Context: an optimization exercise on an open-source flow, tuned for a short achievable clock period and few clock cycles per item. The choices shown serve that exercise and are no tape-out recipe. Only simulation tests tie the RTL to the original design; equivalence was not proved. No driver is modelled on the clock port, so clock power and skew are understated where the tree is cut down; a real chip needs a root buffer or a tree. Power figures rest on the tool's default switching activity, not on a simulated workload.

==> flow/design.v (excerpt) <==
module dnp3_tx (
    input  wire        clk,
    input  wire        rst,
    input  wire        cmd_valid,
    output wire        cmd_ready,
    input  wire [7:0]  cmd_plen,    
    input  wire [7:0]  cmd_ctrl,    
    input  wire [15:0] cmd_dst,     
    input  wire [15:0] cmd_src,     
    input  wire        in_valid,
    output wire        in_ready,
    input  wire [31:0] in_data,
    output wire        out_valid,
    input  wire        out_ready,
    output wire [31:0] out_data,
    output wire        out_last,
    output reg         done_valid,
    output reg  [3:0]  done_err,
    output reg  [8:0]  done_len
);
    localparam [3:0] E_OK      = 4'd0,
                     E_LENGTH  = 4'd1,
                     E_RANGE   = 4'd6,
                     E_BADFNC  = 4'd8,
                     E_ADDRESS = 4'd9;
    localparam IFD = 4;               
    localparam IQA = 1;               
    localparam IQD = 1 << IQA;
    localparam PFA = 3;               
    localparam PFD = 1 << PFA;        
    function [15:0] crc_s1;
        input [15:0] x;
        begin
            crc_s1[0] = x[3] ^ x[4] ^ x[5] ^ x[8];
            crc_s1[1] = x[0] ^ x[4] ^ x[5] ^ x[6] ^ x[9];
            crc_s1[2] = x[0] ^ x[1] ^ x[5] ^ x[6] ^ x[7] ^ x[10];
            crc_s1[3] = x[0] ^ x[1] ^ x[2] ^ x[3] ^ x[4] ^ x[5] ^ x[6] ^ x[7] ^ x[11];
            crc_s1[4] = x[0] ^ x[1] ^ x[2] ^ x[6] ^ x[7] ^ x[12];
            crc_s1[5] = x[1] ^ x[2] ^ x[4] ^ x[5] ^ x[7] ^ x[13];
            crc_s1[6] = x[0] ^ x[2] ^ x[4] ^ x[6] ^ x[14];
            crc_s1[7] = x[1] ^ x[3] ^ x[5] ^ x[7] ^ x[15];
            crc_s1[8] = x[2] ^ x[3] ^ x[5] ^ x[6];
            crc_s1[9] = x[0] ^ x[3] ^ x[4] ^ x[6] ^ x[7];
            crc_s1[10] = x[0] ^ x[1] ^ x[3] ^ x[7];
            crc_s1[11] = x[1] ^ x[2] ^ x[3] ^ x[5];
            crc_s1[12] = x[0] ^ x[2] ^ x[3] ^ x[4] ^ x[6];
            crc_s1[13] = x[0] ^ x[1] ^ x[3] ^ x[4] ^ x[5] ^ x[7];
            crc_s1[14] = x[1] ^ x[2] ^ x[3] ^ x[6];
            crc_s1[15] = x[2] ^ x[3] ^ x[4] ^ x[7];
        end
    endfunction
    function [15:0] crc_d1;
        input [7:0] x;
        begin
            crc_d1[0] = x[3] ^ x[4] ^ x[5];
            crc_d1[1] = x[0] ^ x[4] ^ x[5] ^ x[6];
            crc_d1[2] = x[0] ^ x[1] ^ x[5] ^ x[6] ^ x[7];
            crc_d1[3] = x[0] ^ x[1] ^ x[2] ^ x[3] ^ x[4] ^ x[5] ^ x[6] ^ x[7];
  ...
Size in the first run: about 3600 cells after synthesis, ~1300 flip-flops, ~140 I/O pins.
clock: 8.0 ns
lec_check: 0
abc_clock_period_in_ps: 2500
cap_margin: 20
core_margin: 2
core_utilization: 55
place_density: 0.65
slew_margin: 20
standard.sh (not shown) runs the stock make flow with config.mk's settings and CLKGATE_MAP_FILE= SYNTH_SCRIPT=/design/flow/synth_recipe.tcl, a recipe that flattens the netlist after the stock synthesis.
==> flow/flow/run.sh <==
#!/bin/bash
# The standard layout (standard.sh), with three changes to how it is made:
#  - the setup repair aims further below the clock period (SETUP_SLACK_MARGIN),
#  - the ports are buffered with buf_4 cells,
#  - the clock tree is built by flow/mcts.tcl (a balanced two-level tree of
#    clkbuf_16 cells: four root buffers on the clock port, each driving the
#    leaf buffers of its part of the die) in place of TritonCTS; it also
#    places each flip-flop that drives an output port next to its port buffer.
# The whole ORFS output goes to standard.log in this folder.
set -e
here=$(pwd)
export SETUP_SLACK_MARGIN=6
export BUFFER_PORTS_ARGS="-buffer_cell sky130_fd_sc_hd__buf_4"
export PRE_CTS_TCL=$here/flow/mcts.tcl
export MCTS_LEAF=26
export MCTS_ROOTS=4
export MCTS_SPAN=90
bash standard.sh > standard.log 2>&1
==> flow/flow/mcts.tcl <==
set mcts_leaf  [expr {[info exists ::env(MCTS_LEAF)] ? $::env(MCTS_LEAF) : 24}]
set mcts_roots [expr {[info exists ::env(MCTS_ROOTS)] ? $::env(MCTS_ROOTS) : 4}]
set mcts_db    [ord::get_db]
set mcts_block [ord::get_db_block]
set mcts_clk   [$mcts_block findNet clk]
set mcts_buf   [$mcts_db findMaster sky130_fd_sc_hd__clkbuf_16]

proc mcts_center {inst} {
  set bb [$inst getBBox]
  return [list [expr {([$bb xMin] + [$bb xMax]) / 2}] [expr {([$bb yMin] + [$bb yMax]) / 2}]]
}

# split a list of {x y item} into k groups of near-equal size, compact:
# recursive bisection across the longer side of the group's bounding box
proc mcts_split {items k} {
  set n [llength $items]
  if {$k <= 1 || $n <= 1} { return [list $items] }
  set xs {}; set ys {}
  foreach it $items { lappend xs [lindex $it 0]; lappend ys [lindex $it 1] }
  set w [expr {[tcl::mathfunc::max {*}$xs] - [tcl::mathfunc::min {*}$xs]}]
  set h [expr {[tcl::mathfunc::max {*}$ys] - [tcl::mathfunc::min {*}$ys]}]
  set axis [expr {$w >= $h ? 0 : 1}]
  set sorted [lsort -integer -index $axis $items]
  set k1 [expr {$k / 2}]
  set n1 [expr {int(round(double($n) * $k1 / $k))}]
  return [concat [mcts_split [lrange $sorted 0 [expr {$n1 - 1}]] $k1] \
                 [mcts_split [lrange $sorted $n1 end] [expr {$k - $k1}]]]
}

proc mcts_centroid {items} {
  set sx 0; set sy 0
  foreach it $items { incr sx [lindex $it 0]; incr sy [lindex $it 1] }
  set n [llength $items]
  return [list [expr {$sx / $n}] [expr {$sy / $n}]]
}

# Place each flip-flop that drives an output port's buffer next to that
# buffer, so its output wire is short; detailed placement legalizes them.
set mcts_moved 0
if {![info exists ::env(MCTS_MOVE_OUT)] || $::env(MCTS_MOVE_OUT)} {
  foreach bt [$mcts_block getBTerms] {
    if {[$bt getIoType] != "OUTPUT"} { continue }
    set net [$bt getNet]
    if {$net == "NULL" || $net == ""} { continue }
    set drv ""
    foreach it [$net getITerms] { if {[$it isOutputSignal]} { set drv $it } }
    if {$drv == ""} { continue }
    set buf [$drv getInst]
    set ff ""
    foreach it [$buf getITerms] {
      if {[$it isInputSignal]} {
        set n2 [$it getNet]
        if {$n2 == "NULL" || $n2 == ""} { continue }
        foreach it2 [$n2 getITerms] { if {[$it2 isOutputSignal]} { set ff [$it2 getInst] } }
      }
    }
    if {$ff == ""} { continue }
    if {![string match "*__*df*" [[$ff getMaster] getName]]} { continue }
    set loc [$buf getLocation]
    $ff setLocation [lindex $loc 0] [lindex $loc 1]
    incr mcts_moved
  }
}
puts "mcts: moved $mcts_moved output flip-flops next to their port buffers"

set mcts_sinks {}
foreach it [$mcts_clk getITerms] {
  lappend mcts_sinks [concat [mcts_center [$it getInst]] [list $it]]
}
set mcts_n [llength $mcts_sinks]
set mcts_k [expr {int(ceil(double($mcts_n) / $mcts_leaf))}]
puts "mcts: $mcts_n sinks, $mcts_k leaf buffers, $mcts_roots root buffers"

# a group spread wider than MCTS_SPAN um (half perimeter) is split again,
# so that no leaf drives a long wire
set mcts_span [expr {[info exists ::env(MCTS_SPAN)] ? $::env(MCTS_SPAN) : 80}]
set mcts_span_dbu [expr {int($mcts_span * [$mcts_block getDbUnitsPerMicron])}]
proc mcts_hpwl {items} {
  set xs {}; set ys {}
  foreach it $items { lappend xs [lindex $it 0]; lappend ys [lindex $it 1] }
  return [expr {[tcl::mathfunc::max {*}$xs] - [tcl::mathfunc::min {*}$xs] + \
                [tcl::mathfunc::max {*}$ys] - [tcl::mathfunc::min {*}$ys]}]
}
set mcts_groups {}
set mcts_todo [mcts_split $mcts_sinks $mcts_k]
while {[llength $mcts_todo] > 0} {
  set grp [lindex $mcts_todo 0]
  set mcts_todo [lrange $mcts_todo 1 end]
  if {[llength $grp] > 1 && [mcts_hpwl $grp] > $mcts_span_dbu} {
    set mcts_todo [concat [mcts_split $grp 2] $mcts_todo]
  } else {
    lappend mcts_groups $grp
  }
}
puts "mcts: [llength $mcts_groups] leaf groups after splitting groups wider than $mcts_span um"

set mcts_leaves {}
set li 0
foreach grp $mcts_groups {
  set c [mcts_centroid $grp]
  set inst [odb::dbInst_create $mcts_block $mcts_buf "mcts_leaf_$li"]
  set w [[$inst getMaster] getWidth]
  $inst setLocation [expr {[lindex $c 0] - $w / 2}] [lindex $c 1]
  $inst setPlacementStatus PLACED
  set net [odb::dbNet_create $mcts_block "mcts_l$li"]
  $net setSigType CLOCK
  [$inst findITerm X] connect $net
  foreach s $grp {
    set it [lindex $s 2]
    $it disconnect
    $it connect $net
  }
  lappend mcts_leaves [list [lindex $c 0] [lindex $c 1] $inst]
  incr li
}

set ri 0
foreach grp [mcts_split $mcts_leaves $mcts_roots] {
  set c [mcts_centroid $grp]
  set inst [odb::dbInst_create $mcts_block $mcts_buf "mcts_root_$ri"]
  set w [[$inst getMaster] getWidth]
  $inst setLocation [expr {[lindex $c 0] - $w / 2}] [lindex $c 1]
  $inst setPlacementStatus PLACED
  set net [odb::dbNet_create $mcts_block "mcts_r$ri"]
  $net setSigType CLOCK
  [$inst findITerm X] connect $net
  [$inst findITerm A] connect $mcts_clk
  foreach l $grp {
    [[lindex $l 2] findITerm A] connect $net
  }
  incr ri
}
$mcts_clk setSigType CLOCK

# the tree is built: the flow's call to TritonCTS does nothing else
rename clock_tree_synthesis mcts_unused_cts
proc clock_tree_synthesis {args} {
  puts "mcts: clock tree built by hand; TritonCTS skipped"
  set_propagated_clock [all_clocks]
}
Testbench counts at the start, summed over its fixed seeds: cycles 12,214, frames 320.
Then changed:
--- a/flow/flow/run.sh
+++ b/flow/flow/run.sh
@@ -14,5 +14,5 @@
 export PRE_CTS_TCL=$here/flow/mcts.tcl
-export MCTS_LEAF=26
+export MCTS_LEAF=24
 export MCTS_ROOTS=4
-export MCTS_SPAN=90
+export MCTS_SPAN=100
 bash standard.sh > standard.log 2>&1
Core utilization went up by 0.28 points.
Setup slack is better by 0.020 ns.
Register-to-register slack is worse by 0.03 ns.
Sequential share of layout area went down by 0.23 points.
Clock skew went down by 0.023 ns.
Hold slack hardly moves.
Global-route usage stays flat.
Via count went up by 0.71%.
No run of this note takes its clock network from TritonCTS; it comes from the design's own scripts or RTL.

Setup of job 8137:
Another version of the RTL of dnp3_tx (not shown whole).
Size: ~4500 cells after synthesis, about 1700 flip-flops, about 140 I/O pins, about 0.068 mm2 of cells after synthesis.
==> flow/design.v (excerpt) <==
module dnp3_tx (
    input  wire        clk,
    input  wire        rst,
    input  wire        cmd_valid,
    output wire        cmd_ready,
    input  wire [7:0]  cmd_plen,    
    input  wire [7:0]  cmd_ctrl,    
    input  wire [15:0] cmd_dst,     
    input  wire [15:0] cmd_src,     
    input  wire        in_valid,
    output wire        in_ready,
    input  wire [31:0] in_data,
    output wire        out_valid,
    input  wire        out_ready,
    output wire [31:0] out_data,
    output wire        out_last,
    output reg         done_valid,
    output reg  [3:0]  done_err,
    output reg  [8:0]  done_len
);
==> flow/config.mk <==
export PLATFORM = sky130hd
export DESIGN_NAME = dnp3_tx
export DESIGN_NICKNAME = dnp3_tx
export VERILOG_FILES = /design/flow/design.v
export SDC_FILE = /design/flow/constraint.sdc
export NUM_CORES = 4
export LEC_CHECK = 0
export ABC_CLOCK_PERIOD_IN_PS = 2500
export CAP_MARGIN = 20
export CORE_MARGIN = 2
export CORE_UTILIZATION = 55
export PLACE_DENSITY = 0.65
export SLEW_MARGIN = 20
==> flow/constraint.sdc <==
create_clock -name core_clock -period 8.0 [get_ports {clk}]
set_input_delay 1.6000 -clock core_clock [delete_from_list [all_inputs] [get_ports {clk}]]
set_output_delay 1.6000 -clock core_clock [all_outputs]
set_load 0.01 [all_outputs]
==> flow/flow/run.sh <==
#!/bin/bash
# The standard layout (standard.sh), with three changes to how it is made:
#  - the setup repair aims further below the clock period (SETUP_SLACK_MARGIN),
#  - the ports are buffered with buf_4 cells,
#  - the clock tree is built by flow/mcts.tcl (a balanced two-level tree of
#    clkbuf_16 cells: four root buffers on the clock port, each driving the
#    leaf buffers of its part of the die) in place of TritonCTS; it also
#    places each flip-flop that drives an output port next to its port buffer.
# The whole ORFS output goes to standard.log in this folder.
set -e
here=$(pwd)
export SETUP_SLACK_MARGIN=6
export BUFFER_PORTS_ARGS="-buffer_cell sky130_fd_sc_hd__buf_4"
export PRE_CTS_TCL=$here/flow/mcts.tcl
export MCTS_LEAF=22
export MCTS_ROOTS=4
bash standard.sh > standard.log 2>&1
==> flow/flow/mcts.tcl <==
set mcts_leaf  [expr {[info exists ::env(MCTS_LEAF)] ? $::env(MCTS_LEAF) : 24}]
set mcts_roots [expr {[info exists ::env(MCTS_ROOTS)] ? $::env(MCTS_ROOTS) : 4}]
set mcts_db    [ord::get_db]
set mcts_block [ord::get_db_block]
set mcts_clk   [$mcts_block findNet clk]
set mcts_buf   [$mcts_db findMaster sky130_fd_sc_hd__clkbuf_16]

proc mcts_center {inst} {
  set bb [$inst getBBox]
  return [list [expr {([$bb xMin] + [$bb xMax]) / 2}] [expr {([$bb yMin] + [$bb yMax]) / 2}]]
}

# split a list of {x y item} into k groups of near-equal size, compact:
# recursive bisection across the longer side of the group's bounding box
proc mcts_split {items k} {
  set n [llength $items]
  if {$k <= 1 || $n <= 1} { return [list $items] }
  set xs {}; set ys {}
  foreach it $items { lappend xs [lindex $it 0]; lappend ys [lindex $it 1] }
  set w [expr {[tcl::mathfunc::max {*}$xs] - [tcl::mathfunc::min {*}$xs]}]
  set h [expr {[tcl::mathfunc::max {*}$ys] - [tcl::mathfunc::min {*}$ys]}]
  set axis [expr {$w >= $h ? 0 : 1}]
  set sorted [lsort -integer -index $axis $items]
  set k1 [expr {$k / 2}]
  set n1 [expr {int(round(double($n) * $k1 / $k))}]
  return [concat [mcts_split [lrange $sorted 0 [expr {$n1 - 1}]] $k1] \
                 [mcts_split [lrange $sorted $n1 end] [expr {$k - $k1}]]]
}

proc mcts_centroid {items} {
  set sx 0; set sy 0
  foreach it $items { incr sx [lindex $it 0]; incr sy [lindex $it 1] }
  set n [llength $items]
  return [list [expr {$sx / $n}] [expr {$sy / $n}]]
}

# Place each flip-flop that drives an output port's buffer next to that
# buffer, so its output wire is short; detailed placement legalizes them.
set mcts_moved 0
if {![info exists ::env(MCTS_MOVE_OUT)] || $::env(MCTS_MOVE_OUT)} {
  foreach bt [$mcts_block getBTerms] {
    if {[$bt getIoType] != "OUTPUT"} { continue }
    set net [$bt getNet]
    if {$net == "NULL" || $net == ""} { continue }
    set drv ""
    foreach it [$net getITerms] { if {[$it isOutputSignal]} { set drv $it } }
    if {$drv == ""} { continue }
    set buf [$drv getInst]
    set ff ""
    foreach it [$buf getITerms] {
      if {[$it isInputSignal]} {
        set n2 [$it getNet]
        if {$n2 == "NULL" || $n2 == ""} { continue }
        foreach it2 [$n2 getITerms] { if {[$it2 isOutputSignal]} { set ff [$it2 getInst] } }
      }
    }
    if {$ff == ""} { continue }
    if {![string match "*__*df*" [[$ff getMaster] getName]]} { continue }
    set loc [$buf getLocation]
    $ff setLocation [lindex $loc 0] [lindex $loc 1]
    incr mcts_moved
  }
}
puts "mcts: moved $mcts_moved output flip-flops next to their port buffers"

set mcts_sinks {}
foreach it [$mcts_clk getITerms] {
  lappend mcts_sinks [concat [mcts_center [$it getInst]] [list $it]]
}
set mcts_n [llength $mcts_sinks]
set mcts_k [expr {int(ceil(double($mcts_n) / $mcts_leaf))}]
puts "mcts: $mcts_n sinks, $mcts_k leaf buffers, $mcts_roots root buffers"

set mcts_leaves {}
set li 0
foreach grp [mcts_split $mcts_sinks $mcts_k] {
  set c [mcts_centroid $grp]
  set inst [odb::dbInst_create $mcts_block $mcts_buf "mcts_leaf_$li"]
  set w [[$inst getMaster] getWidth]
  $inst setLocation [expr {[lindex $c 0] - $w / 2}] [lindex $c 1]
  $inst setPlacementStatus PLACED
  set net [odb::dbNet_create $mcts_block "mcts_l$li"]
  $net setSigType CLOCK
  [$inst findITerm X] connect $net
  foreach s $grp {
    set it [lindex $s 2]
    $it disconnect
    $it connect $net
  }
  lappend mcts_leaves [list [lindex $c 0] [lindex $c 1] $inst]
  incr li
}

set ri 0
foreach grp [mcts_split $mcts_leaves $mcts_roots] {
  set c [mcts_centroid $grp]
  set inst [odb::dbInst_create $mcts_block $mcts_buf "mcts_root_$ri"]
  set w [[$inst getMaster] getWidth]
  $inst setLocation [expr {[lindex $c 0] - $w / 2}] [lindex $c 1]
  $inst setPlacementStatus PLACED
  set net [odb::dbNet_create $mcts_block "mcts_r$ri"]
  $net setSigType CLOCK
  [$inst findITerm X] connect $net
  [$inst findITerm A] connect $mcts_clk
  foreach l $grp {
    [[lindex $l 2] findITerm A] connect $net
  }
  incr ri
}
$mcts_clk setSigType CLOCK

# the tree is built: the flow's call to TritonCTS does nothing else
rename clock_tree_synthesis mcts_unused_cts
proc clock_tree_synthesis {args} {
  puts "mcts: clock tree built by hand; TritonCTS skipped"
  set_propagated_clock [all_clocks]
}
Job 8137 completed every stage of the flow, and the final layout passed the timing, design-rule and antenna checks.
Testbench counts of job 8137, summed over its fixed seeds: cycles 12,115, frames 320.
What job 7749 does differently from job 8137 at the input level:
diff --git a/flow/flow/run.sh b/flow/flow/run.sh
--- a/flow/flow/run.sh
+++ b/flow/flow/run.sh
@@ -14,4 +14,5 @@
 export PRE_CTS_TCL=$here/flow/mcts.tcl
-export MCTS_LEAF=22
+export MCTS_LEAF=32
 export MCTS_ROOTS=4
+export MCTS_SPAN=70
 bash standard.sh > standard.log 2>&1
diff --git a/flow/flow/mcts.tcl b/flow/flow/mcts.tcl
--- a/flow/flow/mcts.tcl
+++ b/flow/flow/mcts.tcl
@@ -73,5 +73,28 @@
 
+# a group spread wider than MCTS_SPAN um (half perimeter) is split again,
+# so that no leaf drives a long wire
+set mcts_span [expr {[info exists ::env(MCTS_SPAN)] ? $::env(MCTS_SPAN) : 80}]
+set mcts_span_dbu [expr {int($mcts_span * [$mcts_block getDbUnitsPerMicron])}]
+proc mcts_hpwl {items} {
+  set xs {}; set ys {}
+  foreach it $items { lappend xs [lindex $it 0]; lappend ys [lindex $it 1] }
+  return [expr {[tcl::mathfunc::max {*}$xs] - [tcl::mathfunc::min {*}$xs] + \
+                [tcl::mathfunc::max {*}$ys] - [tcl::mathfunc::min {*}$ys]}]
+}
+set mcts_groups {}
+set mcts_todo [mcts_split $mcts_sinks $mcts_k]
+while {[llength $mcts_todo] > 0} {
+  set grp [lindex $mcts_todo 0]
+  set mcts_todo [lrange $mcts_todo 1 end]
+  if {[llength $grp] > 1 && [mcts_hpwl $grp] > $mcts_span_dbu} {
+    set mcts_todo [concat [mcts_split $grp 2] $mcts_todo]
+  } else {
+    lappend mcts_groups $grp
+  }
+}
+puts "mcts: [llength $mcts_groups] leaf groups after splitting groups wider than $mcts_span um"
+
 set mcts_leaves {}
 set li 0
-foreach grp [mcts_split $mcts_sinks $mcts_k] {
+foreach grp $mcts_groups {
   set c [mcts_centroid $grp]
==> comparison <==
Highest attainable clock frequency delta (job 7749 − job 8137): unfavourable
Job 7749 against job 8137: final routed wirelength across all metal layers grew by 0.55%; headroom to the max-slew limit saw an increase; stage delay of the slowest cell on the critical path saw little to no change; cell area now larger; fraction of the cycle the final worst path needs moved up.
The total power per unit cell area number comes out higher for job 7749 vs job 8137.
No run of this note takes its clock network from TritonCTS; it comes from the design's own scripts or RTL.

-- what the ideal ports hide --
How much do the figures lean on ideal ports? The routed layouts below were timed once more, with nothing changed but the port constraints.
Step 1 (the two cells are an assumption about what drives the block):
set clk [get_ports {clk}]
set_driving_cell -lib_cell sky130_fd_sc_hd__clkbuf_16 $clk
set_driving_cell -lib_cell sky130_fd_sc_hd__buf_2 [delete_from_list [all_inputs] $clk]
Step 2 adds t to the input delays and takes it off the output delays; t is the mean of the earliest and latest rising clock arrival at the registers after step 1. Input paths then give back, and output paths get back, about the clock's delay inside the block.
a / b / c = no drivers / after step 1 / after step 2; a / b = the first two.
run | t (ns) | slack for setup (ns) | hold slack, ns | worst register clock-pin slew, ns
the first run of note 1 | 0.629 | 5.439 / 5.277 / 5.347 | 0.332 / 0.332 / 0.332 | 0.10 / 0.10
the second run of note 1 | 0.614 | 5.458 / 5.307 / 5.262 | 0.331 / 0.331 / 0.331 | 0.10 / 0.10
job 8137 | 0.721 | 5.390 / 5.221 / 5.372 | 0.308 / 0.308 / 0.308 | 0.12 / 0.12
job 7749 | 0.792 | 5.320 / 5.144 / 5.244 | 0.289 / 0.289 / 0.289 | 0.08 / 0.08
After both steps every run listed still meets setup and hold. The setup slack of the second run of note 1, which loses most, moves by -0.151 ns with the drivers and by -0.196 ns with both steps.
